Source: an optimization exercise on an open RTL-to-GDS flow (aim: a short achievable clock period, few clock cycles and low power). Production flows keep margins and buffers that such runs may drop.
Only simulation tests tie the RTL to the original design; equivalence was not proved.
No activity file was given, so power comes from the tool's default toggle rates.

==> design/flow/design.v <==
module procsi_core (
    input  wire        clk,
    input  wire        rst,         
    output reg         mem_req,
    output reg         mem_we,
    output reg  [7:0]  mem_addr,
    output reg  [15:0] mem_wdata,
    input  wire [15:0] mem_rdata,
    output wire        halted,
    output wire        faulted,
    input  wire [3:0]  dbg_sel,
    output reg  [15:0] dbg_data
);
    localparam [1:0] RUN_READY   = 2'd0;
    localparam [1:0] RUN_HALTED  = 2'd1;
    localparam [1:0] RUN_FAULTED = 2'd2;
    localparam [2:0] F_INVALID_OPCODE = 3'd1;
    localparam [2:0] F_INVALID_MODE   = 3'd2;
    localparam [2:0] F_ILLEGAL_MODE   = 3'd3;
    localparam [2:0] F_MEM_RANGE      = 3'd4;
    localparam [2:0] F_STACK_OVER     = 3'd6;
    localparam [2:0] F_STACK_UNDER    = 3'd7;
    localparam [5:0] OP_LOAD  = 6'd0,  OP_STORE = 6'd1,  OP_ADD  = 6'd2,
                     OP_SUB   = 6'd3,  OP_AND   = 6'd4,  OP_OR   = 6'd5,
                     OP_SHL   = 6'd6,  OP_SHR   = 6'd7,  OP_JMP  = 6'd8,
                     OP_JEQ   = 6'd9,  OP_CALL  = 6'd10, OP_RET  = 6'd11,
                     OP_PUSH  = 6'd12, OP_POP   = 6'd13, OP_MOV  = 6'd14,
                     OP_HALT  = 6'd15;
    localparam [3:0] S_FETCH = 4'd0,    
                     S_LOAD  = 4'd1,    
                     S_E     = 4'd2,    
                     S_W2    = 4'd3,    
                     S_RWV   = 4'd4,    
                     S_RWD   = 4'd5,    
                     S_RWP   = 4'd6,    
                     S_VAL   = 4'd7,    
                     S_DVAL  = 4'd8,    
                     S_POPV  = 4'd9,    
                     S_MX    = 4'd10,   
                     S_WR    = 4'd11,   
                     S_CALL  = 4'd12,   
                     S_RET   = 4'd13,   
                     S_STOP  = 4'd14;
    reg [15:0] x [0:7];
    reg [15:0] pc, sr;
    reg [7:0]  sp;
    reg [1:0]  run;
    reg        halt_reason;
    reg [2:0]  fault_code;
    reg [14:0] so;            
    integer    si;
    reg [15:0] ir;
    reg [15:0] sv;
    reg [7:0]  da;
    reg [2:0]  cnt;
    reg        xp;            
    assign halted  = (run == RUN_HALTED);
    assign faulted = (run == RUN_FAULTED);
    function legal(input [5:0] op, input [2:0] m);
        reg [7:0] lm;
        begin
            case (op)
                OP_LOAD:  lm = 8'h0E;
                OP_STORE: lm = 8'hF0;
                OP_ADD, OP_SUB, OP_AND, OP_OR,
                OP_SHL, OP_SHR, OP_MOV:
                          lm = 8'hFF;
                OP_JMP, OP_JEQ, OP_CALL, OP_PUSH:
                          lm = 8'h0F;
                OP_RET:   lm = 8'h01;
                OP_POP:   lm = 8'hA1;
                default:  lm = 8'h00;
            endcase
            legal = lm[m];
        end
    endfunction
    wire [5:0] i_op   = ir[5:0];
    wire [3:0] i_m4   = ir[9:6];
    wire [2:0] i_mode = ir[8:6];
    wire [2:0] i_rs   = ir[12:10];
    wire [2:0] i_rd   = ir[15:13];
    wire i_hd   = (i_op <= OP_SHR) || i_op == OP_POP || i_op == OP_MOV;
    wire i_hs   = (i_op <= OP_CALL) || i_op == OP_PUSH || i_op == OP_MOV;
    wire i_ddir = i_hd && i_mode[2:1] == 2'b10;
    wire i_dind = i_hd && i_mode[2:1] == 2'b11;
    wire i_simm = i_hs && (i_mode == 3'd1 || i_mode == 3'd4 || i_mode == 3'd6);
    wire i_sdir = i_hs && i_mode == 3'd2;
    wire i_sind = i_hs && i_mode == 3'd3;
    wire i_sreg = i_mode == 3'd0 || i_mode == 3'd5 || i_mode == 3'd7;
    wire [1:0] i_nw = {1'b0, i_ddir} + {1'b0, i_simm | i_sdir};
    wire i_alu2 = i_op >= OP_ADD && i_op <= OP_SHR;
    wire i_mov  = i_op == OP_MOV;
    wire i_pop  = i_op == OP_POP;
    wire i_sets_sr = i_alu2 || i_mov;
    wire wrange = (i_nw != 2'd0 && pc[7:0] == 8'hFF) || (i_nw == 2'd2 && pc[7:0] == 8'hFE);
    wire [8:0] i_npc = {1'b0, pc[7:0]} + {7'd0, i_nw} + 9'd1;
    wire [15:0] xa = x[i_rd];
    wire [15:0] xb = x[i_rs];
    wire        alu_on = so[S_MX] || so[S_E] || so[S_LOAD];
    wire [15:0] alu_a = (so[S_MX] ? mem_wdata : xa) & {16{alu_on}};
    wire [15:0] alu_b = (i_sreg ? xb : sv) & {16{alu_on}};
    reg  [15:0] res;
    wire        is_sub = (i_op == OP_SUB);
    wire [15:0] addsub = alu_a + (alu_b ^ {16{is_sub}}) + {15'd0, is_sub};
    wire        is_shr = i_op[0];
    reg  [15:0] sh_in, sh_out;
    wire [15:0] sh_l = sh_in << alu_b[3:0];
    integer k;
    always @(*)
        for (k = 0; k < 16; k = k + 1)
            sh_in[k] = is_shr ? alu_a[15-k] : alu_a[k];
    integer j;
    always @(*)
        for (j = 0; j < 16; j = j + 1)
            sh_out[j] = is_shr ? sh_l[15-j] : sh_l[j];
    always @(*) begin
        case (i_op)
            OP_ADD, OP_SUB: res = addsub;
            OP_AND:  res = alu_a & alu_b;
            OP_OR:   res = alu_a | alu_b;
            OP_SHL, OP_SHR: res = (alu_b[15:4] == 12'd0) ? sh_out : 16'd0;
            default: res = alu_b;                        
        endcase
    end
    always @(*) begin
        case (dbg_sel)
            4'd0, 4'd1, 4'd2, 4'd3,
            4'd4, 4'd5, 4'd6, 4'd7: dbg_data = x[dbg_sel[2:0]];
            4'd8:  dbg_data = pc;
            4'd9:  dbg_data = {8'd0, sp};
            4'd10: dbg_data = sr;
            4'd11: dbg_data = {13'd0, fault_code};
            4'd12: dbg_data = faulted ? pc : 16'd0;
            4'd13: dbg_data = faulted ? ir : 16'd0;
            4'd14: dbg_data = {13'd0, halted & halt_reason, run};
            default: dbg_data = 16'd0;
        endcase
    end
    reg [15:0] pc_n, sr_n, ir_n, sv_n, wd_n;
    reg [7:0]  sp_n, da_n, addr_n;
    reg [1:0]  run_n;
    reg        halt_reason_n, xp_n, req_n, we_n;
    reg [2:0]  fault_code_n, cnt_n;
    reg [3:0]  st_n;
    wire rr_op  = (i_alu2 || i_mov) && ir[9:6] == 4'd0;      
    wire wr_pop = so[S_POPV] && i_mode == 3'd0;
    wire wr_ret = so[S_RET] && cnt != 3'd0 && cnt != 3'd5;
    wire x_we   = (so[S_E] && rr_op && !pc[8]) || (so[S_LOAD] && xp) ||
                  wr_pop || wr_ret;
    wire [2:0]  x_wa = wr_ret ? 3'd0 - cnt : i_rd;         
    wire [15:0] x_wd = (wr_pop || wr_ret) ? mem_rdata : res;
    reg [16:0] t1;
    task automatic fault(input [2:0] code);
        begin
            run_n        = RUN_FAULTED;
            fault_code_n = code;
            st_n         = S_STOP;
            req_n        = 1'b0;
            we_n         = 1'b0;
        end
    endtask
    task automatic stop_halt(input reason);
        begin
            run_n         = RUN_HALTED;
            halt_reason_n = reason;
            st_n          = S_STOP;
            req_n         = 1'b0;
            we_n          = 1'b0;
        end
    endtask
    task automatic go_load(input [8:0] np);
        begin
            pc_n   = {7'd0, np};
            req_n  = 1'b1;
            addr_n = mem_addr + 8'd1;
            st_n   = S_LOAD;
        end
    endtask
    task automatic take_next;
        begin
            ir_n   = mem_rdata;
            pc_n   = {7'd0, pc[7:0]} + 16'd1;
            req_n  = 1'b1;
            addr_n = mem_addr + 8'd1;
            st_n   = S_E;
        end
    endtask
    task automatic wr(input [7:0] a, input [15:0] d);
        begin
            req_n  = 1'b1;
            we_n   = 1'b1;
            addr_n = a;
            wd_n   = d;
        end
    endtask
    task automatic rd(input [7:0] a);
        begin
            req_n  = 1'b1;
            addr_n = a;
        end
    endtask
    task automatic jump(input [15:0] t);
        begin
            if (t[15:8] != 8'd0)
                fault(F_MEM_RANGE);
            else begin
                pc_n   = t;
                rd(t[7:0]);
                st_n   = S_FETCH;
            end
        end
    endtask
    task automatic flow_op(input [15:0] v, input [8:0] np);
        begin
            case (i_op)
                OP_JMP, OP_JEQ: jump(v);
                OP_CALL: begin
                    if (sp < 8'd5)
                        fault(F_STACK_OVER);
                    else if (v[15:8] != 8'd0)
                        fault(F_MEM_RANGE);
                    else begin
                        wr(sp, {7'd0, np} - 16'd1);
                        cnt_n = 3'd0;
                        sp_n  = sp - 8'd1;
                        sv_n  = v;
                        ir_n[12:10] = 3'd4;     
                        st_n  = S_CALL;
                    end
                end
                default: begin        
                    if (sp == 8'd0)
                        fault(F_STACK_OVER);
                    else begin
                        wr(sp, v);
                        sp_n = sp - 8'd1;
                        pc_n = {7'd0, np};
                        st_n = S_WR;
                    end
                end
            endcase
        end
    endtask
    task automatic mem_action(input [15:0] v, input [8:0] np);
        begin
            if (i_hd) begin           
                sv_n = v;
                xp_n = 1'b1;
                go_load(np);
            end else if (i_op == OP_JEQ && sr != 16'd0)
                go_load(np);
            else
                flow_op(v, np);
        end
    endtask
    always @(*) begin
        pc_n          = pc;
        sr_n          = sr;
        sp_n          = sp;
        run_n         = run;
        halt_reason_n = halt_reason;
        fault_code_n  = fault_code;
        st_n          = S_STOP;
        for (si = 0; si < 15; si = si + 1)       
            if (so[si]) st_n = si[3:0];
        ir_n          = ir;
        sv_n          = sv;
        da_n          = da;
        cnt_n         = cnt;
        xp_n          = 1'b0;
        req_n         = 1'b0;
        we_n          = 1'b0;
        addr_n        = mem_addr;
        wd_n          = mem_wdata;
        t1            = 17'd0;
        case (1'b1)
            so[S_FETCH]: begin
                rd(mem_addr + 8'd1);
                st_n = S_LOAD;
            end
            so[S_LOAD]: begin
                if (xp) begin         
                    if (i_sets_sr) sr_n = res;
                end
                ir_n = mem_rdata;
                rd(mem_addr + 8'd1);
                st_n = S_E;
            end
            so[S_E]: begin
                if (pc[8])
                    stop_halt(1'b1);
                else if (i_op == OP_HALT)
                    stop_halt(1'b0);
                else if (i_op > OP_HALT)
                    fault(F_INVALID_OPCODE);
                else if (i_m4[3])
                    fault(F_INVALID_MODE);
                else if (!legal(i_op, i_mode))
                    fault(F_ILLEGAL_MODE);
                else if (wrange)
                    fault(F_MEM_RANGE);
                else if (i_dind && xa[15:8] != 8'd0)
                    fault(F_MEM_RANGE);
                else if (i_sind && xb[15:8] != 8'd0)
                    fault(F_MEM_RANGE);
                else if (i_ddir) begin        
                    if (mem_rdata[15:8] != 8'd0)
                        fault(F_MEM_RANGE);
                    else begin
                        da_n = mem_rdata[7:0];
                        if (!i_mode[0]) begin         
                            if (i_alu2) rd(mem_rdata[7:0]);
                            st_n = S_W2;
                        end else if (i_pop) begin
                            if (sp == 8'd255)
                                fault(F_STACK_UNDER);
                            else begin
                                rd(sp + 8'd1);
                                sp_n = sp + 8'd1;
                                st_n = S_RWP;
                            end
                        end else if (i_alu2) begin
                            rd(mem_rdata[7:0]);
                            st_n = S_RWD;
                        end else begin                
                            wr(mem_rdata[7:0], xb);
                            if (i_mov) sr_n = xb;
                            pc_n = {7'd0, i_npc};
                            st_n = S_WR;
                        end
                    end
                end else if (i_dind) begin    
                    da_n = xa[7:0];
                    if (!i_mode[0]) begin             
                        if (i_alu2) begin
                            sv_n = mem_rdata;
                            rd(xa[7:0]);
                            st_n = S_RWD;
                        end else begin
                            wr(xa[7:0], mem_rdata);
                            if (i_mov) sr_n = mem_rdata;
                            pc_n = {7'd0, i_npc};
                            st_n = S_WR;
                        end
                    end else if (i_pop) begin
                        if (sp == 8'd255)
                            fault(F_STACK_UNDER);
                        else begin
                            rd(sp + 8'd1);
                            sp_n = sp + 8'd1;
                            st_n = S_RWP;
                        end
                    end else if (i_alu2) begin
                        rd(xa[7:0]);
                        st_n = S_RWD;
                    end else begin                    
                        wr(xa[7:0], xb);
                        if (i_mov) sr_n = xb;
                        pc_n = {7'd0, i_npc};
                        st_n = S_WR;
                    end
                end else if (i_simm)                  
                    mem_action(mem_rdata, i_npc);
                else if (i_sdir) begin                
                    if (mem_rdata[15:8] != 8'd0)
                        fault(F_MEM_RANGE);
                    else begin
                        rd(mem_rdata[7:0]);
                        st_n = S_RWV;
                    end
                end else if (i_sind) begin            
                    rd(xb[7:0]);
                    st_n = S_RWV;
                end else if (i_op == OP_RET) begin
                    if (sp >= 8'd251)
                        fault(F_STACK_UNDER);
                    else begin
                        rd(sp + 8'd1);
                        sp_n  = sp + 8'd1;
                        cnt_n = 3'd0;
                        st_n  = S_RET;
                    end
                end else if (i_pop) begin             
                    if (sp == 8'd255)
                        fault(F_STACK_UNDER);
                    else begin
                        rd(sp + 8'd1);
                        sp_n = sp + 8'd1;
                        st_n = S_RWP;
                    end
                end else if (i_hd) begin              
                    if (i_sets_sr) sr_n = res;
                    take_next;
                end else if (i_op == OP_JEQ && sr != 16'd0)
                    take_next;
                else
                    flow_op(xb, i_npc);
            end
            so[S_W2]: begin                               
                if (i_alu2) begin
                    sv_n = mem_rdata;
                    st_n = S_DVAL;
                end else begin
                    wr(da, mem_rdata);
                    if (i_mov) sr_n = mem_rdata;
                    pc_n = {7'd0, i_npc};
                    st_n = S_WR;
                end
            end
            so[S_RWV]: begin
                rd(i_npc[7:0]);
                st_n = S_VAL;
            end
            so[S_RWD]: st_n = S_DVAL;
            so[S_RWP]: begin
                if (i_mode == 3'd0) rd(i_npc[7:0]);
                st_n = S_POPV;
            end
            so[S_VAL]: mem_action(mem_rdata, i_npc);
            so[S_DVAL]: begin
                wd_n = mem_rdata;
                st_n = S_MX;
            end
            so[S_MX]: begin
                wr(da, res);
                sr_n = res;
                pc_n = {7'd0, i_npc};
                st_n = S_WR;
            end
            so[S_POPV]: begin
                if (i_mode == 3'd0) begin
                    go_load(i_npc);
                end else begin
                    wr(da, mem_rdata);
                    pc_n = {7'd0, i_npc};
                    st_n = S_WR;
                end
            end
            so[S_WR]: begin
                rd(pc[7:0]);
                st_n = S_FETCH;
            end
            so[S_CALL]: begin
                if (!cnt[0]) begin
                    wr(sp, xb);
                    sp_n  = sp - 8'd1;
                    ir_n[12:10] = i_rs + 3'd1;
                    if (i_rs == 3'd7) cnt_n = 3'd1;
                end else begin
                    pc_n = sv;
                    rd(sv[7:0]);
                    st_n = S_FETCH;
                end
            end
            so[S_RET]: begin
                cnt_n = cnt + 3'd1;
                if (cnt <= 3'd3) begin
                    rd(sp + 8'd1);
                    sp_n = sp + 8'd1;
                end
                if (cnt == 3'd5) begin
                    t1   = {1'b0, mem_rdata} + 17'd1;
                    pc_n = t1[15:0];
                    if (t1 >= 17'd256)
                        stop_halt(1'b1);
                    else begin
                        rd(t1[7:0]);
                        st_n = S_FETCH;
                    end
                end
            end
            default: ;
        endcase
    end
    integer i;
    always @(posedge clk) begin
        if (rst) begin
            for (i = 0; i < 8; i = i + 1)
                x[i] <= 16'd0;
            pc          <= 16'd0;
            sp          <= 8'd255;
            sr          <= 16'd0;
            run         <= RUN_READY;
            halt_reason <= 1'b0;
            fault_code  <= 3'd0;
            so          <= 15'd1 << S_FETCH;
            ir          <= 16'd0;
            sv          <= 16'd0;
            da          <= 8'd0;
            cnt         <= 3'd0;
            xp          <= 1'b0;
            mem_req     <= 1'b1;
            mem_we      <= 1'b0;
            mem_addr    <= 8'd0;
            mem_wdata   <= 16'd0;
        end else begin
            if (x_we)
                x[x_wa] <= x_wd;
            pc          <= pc_n;
            sp          <= sp_n;
            sr          <= sr_n;
            run         <= run_n;
            halt_reason <= halt_reason_n;
            fault_code  <= fault_code_n;
            so          <= 15'd1 << st_n;
            ir          <= ir_n;
            sv          <= sv_n;
            da          <= da_n;
            cnt         <= cnt_n;
            xp          <= xp_n;
            mem_req     <= req_n;
            mem_we      <= we_n;
            mem_addr    <= addr_n;
            mem_wdata   <= wd_n;
        end
    end
endmodule
==> design/flow/run.sh <==
#!/bin/bash
# synth_recipe.tcl (not shown) runs the flow's synth.tcl, then flattens the netlist and writes it again
# the make line also repeats each setting of config.mk as NAME=value (left out here)
make -C /OpenROAD-flow-scripts/flow DESIGN_CONFIG=/design/flow/config.mk WORK_HOME=/design/flow/orfs CLKGATE_MAP_FILE= SYNTH_SCRIPT=/design/flow/synth_recipe.tcl finish
==> design/flow/config.mk <==
export PLATFORM = sky130hd
export DESIGN_NAME = procsi_core
export DESIGN_NICKNAME = procsi_core
export VERILOG_FILES = /design/flow/design.v
export SDC_FILE = /design/flow/constraint.sdc
export NUM_CORES = 4
export LEC_CHECK = 0
export CAP_MARGIN = 25
export CORE_MARGIN = 2
export CORE_UTILIZATION = 50
export CTS_BUF_LIST = sky130_fd_sc_hd__clkbuf_16
export CTS_CLUSTER_DIAMETER = 90
export CTS_CLUSTER_SIZE = 24
export PLACE_DENSITY = 0.7
export SETUP_SLACK_MARGIN = 4.5
export SLEW_MARGIN = 25
==> design/flow/constraint.sdc <==
create_clock -name core_clock -period 10.0 [get_ports {clk}]
set_input_delay 2.0000 -clock core_clock [delete_from_list [all_inputs] [get_ports {clk}]]
set_output_delay 2.0000 -clock core_clock [all_outputs]
set_load 0.01 [all_outputs]
==> summary.txt <==
[synthesized netlist by cell type (23+ instances only)]
| cell | number | area share |
|---|---|---|
| nor2_1 | 547 | 0.073 |
| nand2_1 | 379 | 0.050 |
| a21oi_1 | 359 | 0.064 |
| o21ai_0 | 271 | 0.048 |
| clkbuf_1 | 265 | 0.035 |
| mux2i_1 | 146 | 0.052 |
| dfxtp_1 | 141 | 0.10 |
| edfxtp_1 | 128 | 0.14 |
| nor3_1 | 96 | 0.017 |
| nand3_1 | 84 | 0.015 |
| a22oi_1 | 82 | 0.022 |
| mux4_2 | 71 | 0.057 |
| a211oi_1 | 67 | 0.018 |
| xnor2_1 | 67 | 0.021 |
| o22ai_1 | 61 | 0.014 |
| inv_1 | 60 | 0.0080 |
| a31oi_1 | 54 | 0.012 |
| o211ai_1 | 45 | 0.012 |
| o221ai_1 | 41 | 0.013 |
| ha_1 | 38 | 0.017 |
| mux2_2 | 37 | 0.015 |
| o31ai_1 | 35 | 0.0093 |
| a221oi_1 | 33 | 0.010 |
| nor4_1 | 32 | 0.0071 |
| buf_1 | 30 | 0.0040 |
| xor2_1 | 28 | 0.0087 |
| or3_1 | 27 | 0.0060 |
| nand2b_1 | 26 | 0.0058 |
| nor2b_1 | 23 | 0.0051 |
[state kept, by name, summed over array words and instances (netlist names), 2 cells and up, named ones only]
| signal | flops |
|---|---|
| so | 15 |
| sr | 16 |
| sv | 16 |
| run | 2 |
| x | 128 |
| sp | 8 |
| mem_wdata | 16 |
| fault_code | 3 |
| mem_addr | 8 |
| cnt | 3 |
| da | 8 |
| ir | 16 |
| pc | 16 |
[what timing repair did]
item                       CTS  global route
pin swaps                    8             7
gates cloned                 8             1
resized for setup          190            64
hold buffers                 0             0
setup endpoints to repair  211           163
buffers inserted            20            12
[final timing paths]
kind,from,to,slack (ns)
hold reg to reg,halt_reason,halt_reason,0.49
setup reg to reg,register,da[2],4.40
hold / removal,halt_reason,halt_reason,0.49
setup / recovery,dbg_sel[0],dbg_data[13],4.40
[metrics by stage]
stage	hold slack [ns]	util
floorplan	0.440	-
global placement	0.462	0.529
detailed placement	0.459	0.530
CTS	0.487	0.561
global route	0.508	0.569
finish	0.494	0.569
[critical path, cell delays in order]
cell,delay [ns]
buf_16,0.12
buf_16,0.13
buf_6,0.11
buf_6,0.10
mux4_2,0.52
mux2i_4,0.28
o221ai_2,0.17
buf_2,0.17
[power by group through the flow]
| stage | Clock (W) | Combinational [W] | Sequential [W] |
|---|---|---|---|
| 6_report | 0.00110 | 0.00164 | 0.00134 |
| 5_1_grt | 0.00112 | 0.00165 | 0.00133 |
| 4_1_cts | 0.00108 | 0.00148 | 0.00132 |
| 3_5_place_dp | 0 | 0.00142 | 0.00134 |
| 3_3_place_gp | 0 | 0.00142 | 0.00134 |
| 2_1_floorplan | 0 | 0.000872 | 0.00127 |
[routing by layer]
metal,vias to the layer above,GRT usage,share of wire,routed length [µm]
li1,14200,-,-,-
met1,16600,0.674,0.32,57800
met2,3958,0.815,0.38,68800
met3,1375,0.298,0.17,31500
met4,24,0.541,0.12,22600
met5,-,0.0204,0.0021,383
[final cells by class]
class | count | share of cell area
Clock buffer | 25 | 0.0196
Multi-Input combinational cell | 3090 | 0.649
Timing Repair Buffer | 263 | 0.0761
Sequential cell | 269 | 0.209
Tap cell | 756 | 0.0296
Antenna cell | 13 | 0.00102
Clock inverter | 19 | 0.00772
Inverter | 63 | 0.00776
[cells by family (layout without fill, tap and decap cells)]
family / count (synthesis) / count (layout) / synth area share
AND/OR/NAND/NOR: 1345 / 1345 / 0.212
AO/OA/AOI/OAI: 1333 / 1334 / 0.313
buffers and inverters: 392 / 370 / 0.0566
flip-flops: 269 / 269 / 0.236
multiplexers: 265 / 265 / 0.130
XOR/XNOR: 95 / 95 / 0.0295
adder cells (fa/ha/maj): 51 / 51 / 0.0222
other: 0 / 13 / 0
[cells in the final DEF (no fill, tap or decap), types with 19 or more instances in the layout]
cell type        count
clkbuf_16           25
o31ai_1             33
o21ai_1             22
xnor2_1             67
and3_1              20
nor3_1              88
clkdlybuf4s50_1     40
o211ai_1            45
nor4_1              25
or3_1               25
nand2_1            375
nand2b_1            26
inv_1               61
a21oi_1            350
ha_1                38
mux4_2              71
dfxtp_1            132
o21ai_0            252
a22o_1              20
a21o_1              21
nand4_1             21
edfxtp_1           128
mux2i_1            132
a31oi_1             54
a221oi_1            33
xor2_1              27
mux2_2              35
o221ai_1            37
nor2b_1             22
a22oi_1             79
o22ai_1             59
a211oi_1            61
nand3_1             84
a221o_1             19
nor2_1             529
buf_4              168
==> impl_metrics.tcl <==
set metrics [dict create \
    htree_levels 1 \
    p_switching_w 0.00186 \
    drive_gt1_frac 0.151 \
    arrival_ns 3.60 \
    clockPowerShare 0.270 \
    setup-violations-final 0 \
    synthArstFlopShare 0 \
    fin_crit_sh 0.560 \
    dieArea_um2 58300 \
    synth_area_um2 28200 \
    critPathRequiredTime_ns 8.00 \
    synth-warning-count 1 \
    detail_route.wl_per_cell_um 40.3 \
    power_density_nw_per_um2 128 \
    max-clock-path-buffers 3 \
    grt_start_max_net_pins 77 \
    clock_latency_ns 0.64 \
    hpwl_um 124000 \
    path_class "input pin to output port" \
    place.gp.congestion 1.14 \
    register_area_um2 6680 \
    place_area_um2 29700 \
    ys_seq_area_frac 0.236 \
    port_buffers 65 \
    synth_seq_cells 269 \
    synth_ff_type "dfxtp_1" \
    leakage_nw 10.9 \
    via_per_inst 8.04 \
    syn_avg_cell_area_um2 7.52 \
    detail-route-antenna-nets 0 \
    grt_pass1_vias 32700 \
    cts-root-buf "clkbuf_16" \
    slew_headroom 0.104 \
    numCtsBuffers 24 \
    routed_wl_um 181000 \
    synth_cells 3750 \
    rows 87 \
    status "finished clean" \
    tritoncts "done" \
    ys_types 109 \
    start_kind "input pin" \
    final_hold_viol_count 0 \
    area_delta_synth_final_pct 13.2 \
    synth_edf_count 128 \
    p_int_w 0.00222 \
    drtPass1Iterations 12 \
    drt_iter0_drc 7497 \
    totalPowerFinal_w 0.00408 \
    pwr-share-comb 0.403 \
    tightest_slew_ns 1.31 \
    synthesis.nets 3812 \
    layout.cells.non_filler 4498 \
    drc_errors 0 \
    core_um2 56100 \
    clkSinkCount 269 \
    vias 36200 \
    grt_overflow 0 \
    clock_skew_ns 0.0543 \
    initial_core_util 0.503 \
    fmax_ghz 0.179 \
    nFillCells 5212 \
    cp-end-kind "output port" \
    hold_depth 1 \
    antenna_found_initial 19 \
    ir_drop_mv 0.179 \
    period_needed_ns 5.60 \
    dieHeight_um 242 \
    slew_violations 0 \
    setup_slack_ns 4.40 \
    preCtsSetupSlack_ns 2.74 \
    grt_pass1_wl_um 251000 \
    rsz0062_at_grt "yes" \
    multi_input_area_um2 20700 \
    nets 3773 \
    p_sw_frac 0.455 \
    die_x_um 242 \
    clkSlewWorstSetupHoldPaths_ns 0.09 \
    fin_tns_setup_ns 0 \
    place_inst 4397 \
    cp_max_fo 6 \
    final_cell_area_um2 31900 \
    grt_usage 0.596 \
    pin_count 66 \
    maxCapViolations 0 \
    power_frac_seq 0.328 \
    min_path_type "register to register" \
    rr_worst_depth 10 \
]
Testbench counts, summed over its fixed seeds: cycles 162,220.

## re-timing with driven ports
Ports are ideal in the flow. The routed layout listed here was re-timed in OpenROAD. Step 1, drivers: a clkbuf_16 drives clk and a buf_2 each remaining input, both assumed. Step 2 moves the port delays by t, midway between the first and last clock arrival at a register: inputs arrive t later, outputs are due t later. That takes back most of the time a late clock gives input paths. Three values: ideal ports, drivers, drivers and shift; two values: the first two.
shift t [ns]: 0.678
setup slack, ns: 4.400 / 4.235 / 3.812
worst setup path at the end: input to register
After both steps setup and hold are still met in this run. For this run, drivers alone change the setup slack by -0.165 ns; drivers and shift together by -0.588 ns.
